This is an optimization exercise on Yosys and OpenROAD, whose aim is small area, not a production implementation.
In this exercise RTL edits were held to simulation tests only and were not proved equivalent to the original.
No driver is modelled on the clock port, so clocking that relies on it looks cheaper here than on a real chip.

== old ==
==> flow/design.v <==
module serper_unit (
    input  wire        clk,
    input  wire        rst,
    input  wire        in_valid,
    output wire        in_ready,
    input  wire [15:0] in_w,
    input  wire        in_draining,
    input  wire        in_ce,
    input  wire        in_brk,
    input  wire        in_nine,
    input  wire [15:0] in_bit_time,
    input  wire [18:0] in_frame,
    input  wire [31:0] in_now,
    input  wire [31:0] in_done_at,
    input  wire [18:0] in_frozen_rem,
    input  wire [18:0] in_accum,
    output wire        out_valid,
    output wire        out_noop,
    output wire [19:0] out_baud,
    output wire [18:0] out_tx_period,
    output wire [16:0] out_rx_period,
    output wire        out_resc,
    output wire        out_sched,
    output wire [15:0] out_bit_time,
    output wire [18:0] out_frame,
    output wire [31:0] out_time
);
    function [19:0] radd19(input [18:0] x, input [18:0] y, input ci);
        integer k;
        reg c;
        begin
            c = ci;
            for (k = 0; k < 19; k = k + 1) begin
                radd19[k] = x[k] ^ y[k] ^ c;
                c = (x[k] & y[k]) | (x[k] & c) | (y[k] & c);
            end
            radd19[19] = c;
        end
    endfunction
    function [16:0] radd16(input [15:0] x, input [15:0] y, input ci);
        integer k;
        reg c;
        begin
            c = ci;
            for (k = 0; k < 16; k = k + 1) begin
                radd16[k] = x[k] ^ y[k] ^ c;
                c = (x[k] & y[k]) | (x[k] & c) | (y[k] & c);
            end
            radd16[16] = c;
        end
    endfunction
    function gtc15(input [14:0] x, input [14:0] kc);
        integer k;
        reg g;
        begin
            g = 1'b0;
            for (k = 0; k < 15; k = k + 1)
                g = kc[k] ? (x[k] & g) : (x[k] | g);
            gtc15 = g;
        end
    endfunction
    function gtc17(input [16:0] x, input [16:0] kc);
        integer k;
        reg g;
        begin
            g = 1'b0;
            for (k = 0; k < 17; k = k + 1)
                g = kc[k] ? (x[k] & g) : (x[k] | g);
            gtc17 = g;
        end
    endfunction
    function carry19(input [18:0] x, input [18:0] y, input ci);
        integer k;
        reg c;
        begin
            c = ci;
            for (k = 0; k < 19; k = k + 1)
                c = (x[k] & y[k]) | (x[k] & c) | (y[k] & c);
            carry19 = c;
        end
    endfunction
    function carry13(input [12:0] x, input [12:0] y, input ci);
        integer k;
        reg c;
        begin
            c = ci;
            for (k = 0; k < 13; k = k + 1)
                c = (x[k] & y[k]) | (x[k] & c) | (y[k] & c);
            carry13 = c;
        end
    endfunction
    function [6:0] inc7(input [6:0] x);
        integer k;
        reg c;
        begin
            c = 1'b1;
            for (k = 0; k < 7; k = k + 1) begin
                inc7[k] = x[k] ^ c;
                c = x[k] & c;
            end
        end
    endfunction
    reg        busy;
    reg        divp;
    reg [6:0]  t;           
    reg [34:0] a;
    reg [31:0] tm;          
    reg [15:0] d;           
    reg        cy;
    reg [15:0] period;
    reg        pset;
    reg        noop_q, drain_q, nine_q, ce_q, cenb_q;
    wire [14:0] m  = period[14:0];
    wire        nb = period[15];
    wire [15:0] n  = radd16({1'b0, m}, 16'd0, 1'b1);
    wire bt0 = gtc15(m, 15'd31112);
    wire bt1 = gtc15(m, 15'd11440);
    wire bt2 = gtc15(m, 15'd5729);
    wire bt3 = gtc15(m, 15'd2864);
    wire bt4 = gtc15(m, 15'd1432);
    wire bt5 = gtc15(m, 15'd715);
    wire bt6 = gtc15(m, 15'd357);
    wire bt7 = gtc15(m, 15'd237);
    wire bt8 = gtc15(m, 15'd178);
    wire bt9 = gtc15(m, 15'd108);
    wire bt10 = gtc15(m, 15'd88);
    wire bt11 = gtc15(m, 15'd58);
    wire bt12 = gtc15(m, 15'd28);
    wire bt13 = gtc15(m, 15'd25);
    wire bt14 = gtc15(m, 15'd12);
    wire [17:0] rate;
    assign rate[0] = 1'b0;
    assign rate[1] = bt0 | ~bt14;
    assign rate[2] = bt0 | (bt1 & ~bt0) | ~bt14;
    assign rate[3] = bt0 | (bt1 & ~bt0) | (bt2 & ~bt1) | (bt9 & ~bt8) | ~bt14;
    assign rate[4] = (bt2 & ~bt1) | (bt3 & ~bt2);
    assign rate[5] = bt0 | (bt1 & ~bt0) | (bt3 & ~bt2) | (bt4 & ~bt3) | (bt9 & ~bt8) | ~bt14;
    assign rate[6] = bt0 | (bt2 & ~bt1) | (bt4 & ~bt3) | (bt5 & ~bt4) | (bt7 & ~bt6) | ~bt14;
    assign rate[7] = (bt3 & ~bt2) | (bt5 & ~bt4) | (bt6 & ~bt5) | (bt9 & ~bt8);
    assign rate[8] = (bt1 & ~bt0) | (bt4 & ~bt3) | (bt6 & ~bt5) | (bt8 & ~bt7) | (bt11 & ~bt10);
    assign rate[9] = (bt2 & ~bt1) | (bt5 & ~bt4) | (bt8 & ~bt7) | (bt9 & ~bt8) | (bt10 & ~bt9) | (bt12 & ~bt11);
    assign rate[10] = (bt3 & ~bt2) | (bt6 & ~bt5) | (bt10 & ~bt9) | (bt13 & ~bt12);
    assign rate[11] = (bt4 & ~bt3) | (bt7 & ~bt6) | (bt8 & ~bt7) | (bt9 & ~bt8) | (bt14 & ~bt13);
    assign rate[12] = (bt5 & ~bt4) | (bt7 & ~bt6) | (bt9 & ~bt8) | (bt10 & ~bt9) | (bt13 & ~bt12);
    assign rate[13] = (bt6 & ~bt5) | (bt7 & ~bt6) | (bt9 & ~bt8) | (bt11 & ~bt10) | (bt13 & ~bt12) | (bt14 & ~bt13);
    assign rate[14] = (bt8 & ~bt7) | (bt9 & ~bt8) | (bt11 & ~bt10) | (bt12 & ~bt11) | (bt13 & ~bt12) | (bt14 & ~bt13);
    assign rate[15] = (bt10 & ~bt9) | (bt11 & ~bt10) | (bt12 & ~bt11) | (bt13 & ~bt12) | (bt14 & ~bt13);
    assign rate[16] = (bt12 & ~bt11) | (bt13 & ~bt12) | (bt14 & ~bt13);
    assign rate[17] = (bt14 & ~bt13);
    assign out_baud = nb ? {1'b0, rate, 1'b0} : {2'b00, rate};
    wire [19:0] n10s = radd19({n, 3'b000}, {2'b00, n, 1'b0}, 1'b0);
    wire [18:0] n10 = n10s[18:0];
    wire [19:0] n11s = radd19(n10, {3'b000, n}, 1'b0);
    wire [18:0] tx  = nb ? n11s[18:0] : n10;
    wire [18:0] frs = nine_q ? n11s[18:0] : n10;
    assign out_tx_period = tx;
    wire rx_big = nb ? gtc15(m, 15'd81) : gtc15(m, 15'd90);
    assign out_rx_period = rx_big ? tx[18:2] : 17'd227;
    assign out_frame     = frs[18:0];
    assign out_bit_time  = n;
    assign out_noop  = noop_q;
    assign out_resc  = !noop_q && drain_q && (n != d);
    assign out_sched = out_resc && cenb_q;
    assign out_time  = tm;
    assign in_ready  = !busy;
    assign out_valid = busy && (t == 7'd96);
    wire accept = in_valid && !busy;
    wire [19:0] ddl  = radd19(in_done_at[18:0], ~in_now[18:0], 1'b1);
    wire        dd_ge = carry13(in_done_at[31:19], ~in_now[31:19], ddl[19]);
    wire        a_le = carry19(in_frame, ~in_accum, 1'b1);
    wire [18:0] rem0 =
        in_ce ? (in_brk ? in_frozen_rem : (dd_ge ? ddl[18:0] : 19'd0))
              : (a_le ? in_accum : in_frame);
    wire mul   = busy && !divp;
    wire fin   = busy && t[6] && !t[5];
    wire first = (t == 7'd25) || (t == 7'd64);
    wire [15:0] op1  = first ? 16'd0 : a[34:19];
    wire [15:0] op2  = mul ? ((a[0] && !fin) ? n : 16'd0) : ~d;
    wire [16:0] s    = radd16(op1, op2, !mul);
    wire        fits = s[16];
    wire sa   = cenb_q & tm[0];
    wire sb   = a[0];
    wire sc   = first ? (ce_q & (|a[34:20])) : cy;
    wire ssum = sa ^ sb ^ sc;
    always @(posedge clk) begin
        if (!busy)
            a <= {s[16:0], rem0[18:0]};
        else if (mul)
            a <= {s[16:0], a[18:1]};
        else
            a <= {(fits ? s[14:0] : a[33:19]), a[18:0], fits};
        cy <= (sa & sb) | (sa & sc) | (sb & sc);
        if (!busy)
            tm <= {in_now[24:0], in_now[31:25]};
        else if (fin)
            tm <= {ssum, tm[31:1]};
        else
            tm <= {tm[0], tm[31:1]};
        if (!busy) begin
            d       <= in_bit_time;
            noop_q  <= pset && (in_w == period);
            drain_q <= in_draining;
            nine_q  <= in_nine;
            ce_q    <= in_ce;
            cenb_q  <= in_ce && !in_brk;
        end
        if (accept)
            period <= in_w;
        t <= busy ? inc7(t) : 7'd25;
        if (!busy || t == 7'd63) divp <= 1'b0;
        else if (t == 7'd43)     divp <= 1'b1;
        if (rst) begin
            busy <= 1'b0;
            pset <= 1'b0;
        end else begin
            if (accept) begin
                busy <= 1'b1;
                pset <= 1'b1;
            end else if (t == 7'd96)
                busy <= 1'b0;
        end
    end
endmodule
==> flow/config.mk <==
export PLATFORM = sky130hd
export DESIGN_NAME = serper_unit
export DESIGN_NICKNAME = serper_unit
export VERILOG_FILES = /design/flow/design.v
export SDC_FILE = /design/flow/constraint.sdc
export NUM_CORES = 4
export LEC_CHECK = 0
export CAP_MARGIN = 20
export CORE_MARGIN = 2
export CORE_UTILIZATION = 40
export SLEW_MARGIN = 20
==> flow/constraint.sdc <==
create_clock -name core_clock -period 12.0 [get_ports {clk}]
set_input_delay 2.4000 -clock core_clock [delete_from_list [all_inputs] [get_ports {clk}]]
set_output_delay 2.4000 -clock core_clock [all_outputs]
set_load 0.01 [all_outputs]
standard.sh (not shown) runs the stock make flow with config.mk's settings and CLKGATE_MAP_FILE= SYNTH_SCRIPT=/design/flow/synth_recipe.tcl, a recipe that flattens the netlist after the stock synthesis.
==> flow/flow/run.sh <==
#!/bin/bash
# The standard ORFS layout (standard.sh) with these changes, all outside
# what is measured:
#  - synthesis: the same yosys script (same registers, same names and cell
#    types), but abc maps the logic with an area-oriented script
#    (flow/abc_map.script) instead of ORFS's delay-oriented one;
#  - the buffer that global placement puts on every input and output port is
#    the smallest buffer cell, buf_1, instead of clkdlybuf4s50_1;
#  - clock tree: flow/preclk.tcl (run just before CTS) splits the register
#    clock pins into sixteen placement groups, each behind one clkbuf_4, and
#    CTS then buffers only the clk net itself, without dummy loads.
# make's full output goes to flow_make.log in this folder; every ORFS step
# keeps its own log under orfs/logs/.
set -euo pipefail
rm -rf scripts_local
cp -r "$FLOW_HOME/scripts" scripts_local
cp flow/abc_map.script scripts_local/abc_speed.script
bash standard.sh \
  "SCRIPTS_DIR=$PWD/scripts_local" \
  'BUFFER_PORTS_ARGS=-buffer_cell sky130_fd_sc_hd__buf_1' \
  "PRE_CTS_TCL=$PWD/flow/preclk.tcl" \
  'CTS_ARGS=-clk_nets clk -dont_use_dummy_load -buf_list sky130_fd_sc_hd__clkbuf_8' \
  finish > flow_make.log 2>&1
Other scripts of this flow, unchanged in this note and not shown: flow/flow/abc_map.script, flow/flow/preclk.tcl
### old -> new
--- a/flow/design.v
+++ b/flow/design.v
@@ -109,7 +109,7 @@
     reg        cy;
     reg [15:0] period;
     reg        pset;
-    reg        noop_q, drain_q, nine_q, ce_q, cenb_q;
+    reg        noop_q, drain_q, nine_q, ce_q, cenb_q, neg_q;
     wire [14:0] m  = period[14:0];
     wire        nb = period[15];
     wire [15:0] n  = radd16({1'b0, m}, 16'd0, 1'b1);
@@ -169,13 +169,13 @@
     wire        dd_ge = carry13(in_done_at[31:19], ~in_now[31:19], ddl[19]);
     wire        a_le = carry19(in_frame, ~in_accum, 1'b1);
     wire [18:0] rem0 =
-        in_ce ? (in_brk ? in_frozen_rem : (dd_ge ? ddl[18:0] : 19'd0))
+        in_ce ? (in_brk ? in_frozen_rem : ddl[18:0])
               : (a_le ? in_accum : in_frame);
     wire mul   = busy && !divp;
     wire fin   = busy && t[6] && !t[5];
     wire first = (t == 7'd25) || (t == 7'd64);
     wire [15:0] op1  = first ? 16'd0 : a[34:19];
-    wire [15:0] op2  = mul ? ((a[0] && !fin) ? n : 16'd0) : ~d;
+    wire [15:0] op2  = mul ? ((a[0] && !fin && !neg_q) ? n : 16'd0) : ~d;
     wire [16:0] s    = radd16(op1, op2, !mul);
     wire        fits = s[16];
     wire sa   = cenb_q & tm[0];
@@ -203,6 +203,7 @@
             nine_q  <= in_nine;
             ce_q    <= in_ce;
             cenb_q  <= in_ce && !in_brk;
+            neg_q   <= in_ce && !in_brk && !dd_ge;    
         end
         if (accept)
             period <= in_w;
- Summary of new over old: detailed-route wire length per cell now sits higher; worst hold slack higher; utilization after layout moved down.
- For new, the highest-delay cell along the critical path was sky130_fd_sc_hd__edfxtp_1, unlike old, where it was sky130_fd_sc_hd__fa_1.
- Going from old to new, total number of cells along the worst setup path shrank by 40%; count of flip-flops with a built-in enable after synthesis grew by 1; detailed-route via count held steady; detailed placement HPWL grew by 9.7%; count of buffering cells on the critical path with inverters included grew by 1.

-- what the ideal ports hide --
In the flow no input, the clock included, has a driving cell. The finished layouts below were timed again as built, in two steps. Step 1, drivers: a clkbuf_16 drives clk and a buf_2 each remaining input, both assumed. Step 2 moves the port delays by t, midway between the first and last clock arrival at a register: inputs arrive t later, outputs are due t later. That takes back most of the time a late clock gives input paths. Three values: ideal ports, drivers, drivers and shift; two values: the first two.
| run | t (ns) | slack for setup (ns) | clock arrival spread, ns | worst register clock-pin slew, ns | worst slew at a driven data input, ns |
|---|---|---|---|---|---|
| old | 0.508 | 0.481 / 0.497 / -0.011 | 0.021 / 0.020 | 0.10 / 0.10 | 0.07 |
| new | 0.511 | 0.444 / 0.405 / 0.152 | 0.032 / 0.032 | 0.10 / 0.10 | 0.08 |
Met with ideal ports but missed after step 2: setup timing in old. The setup slack of old, which loses most, moves by +0.016 ns with the drivers and by -0.492 ns with both steps.
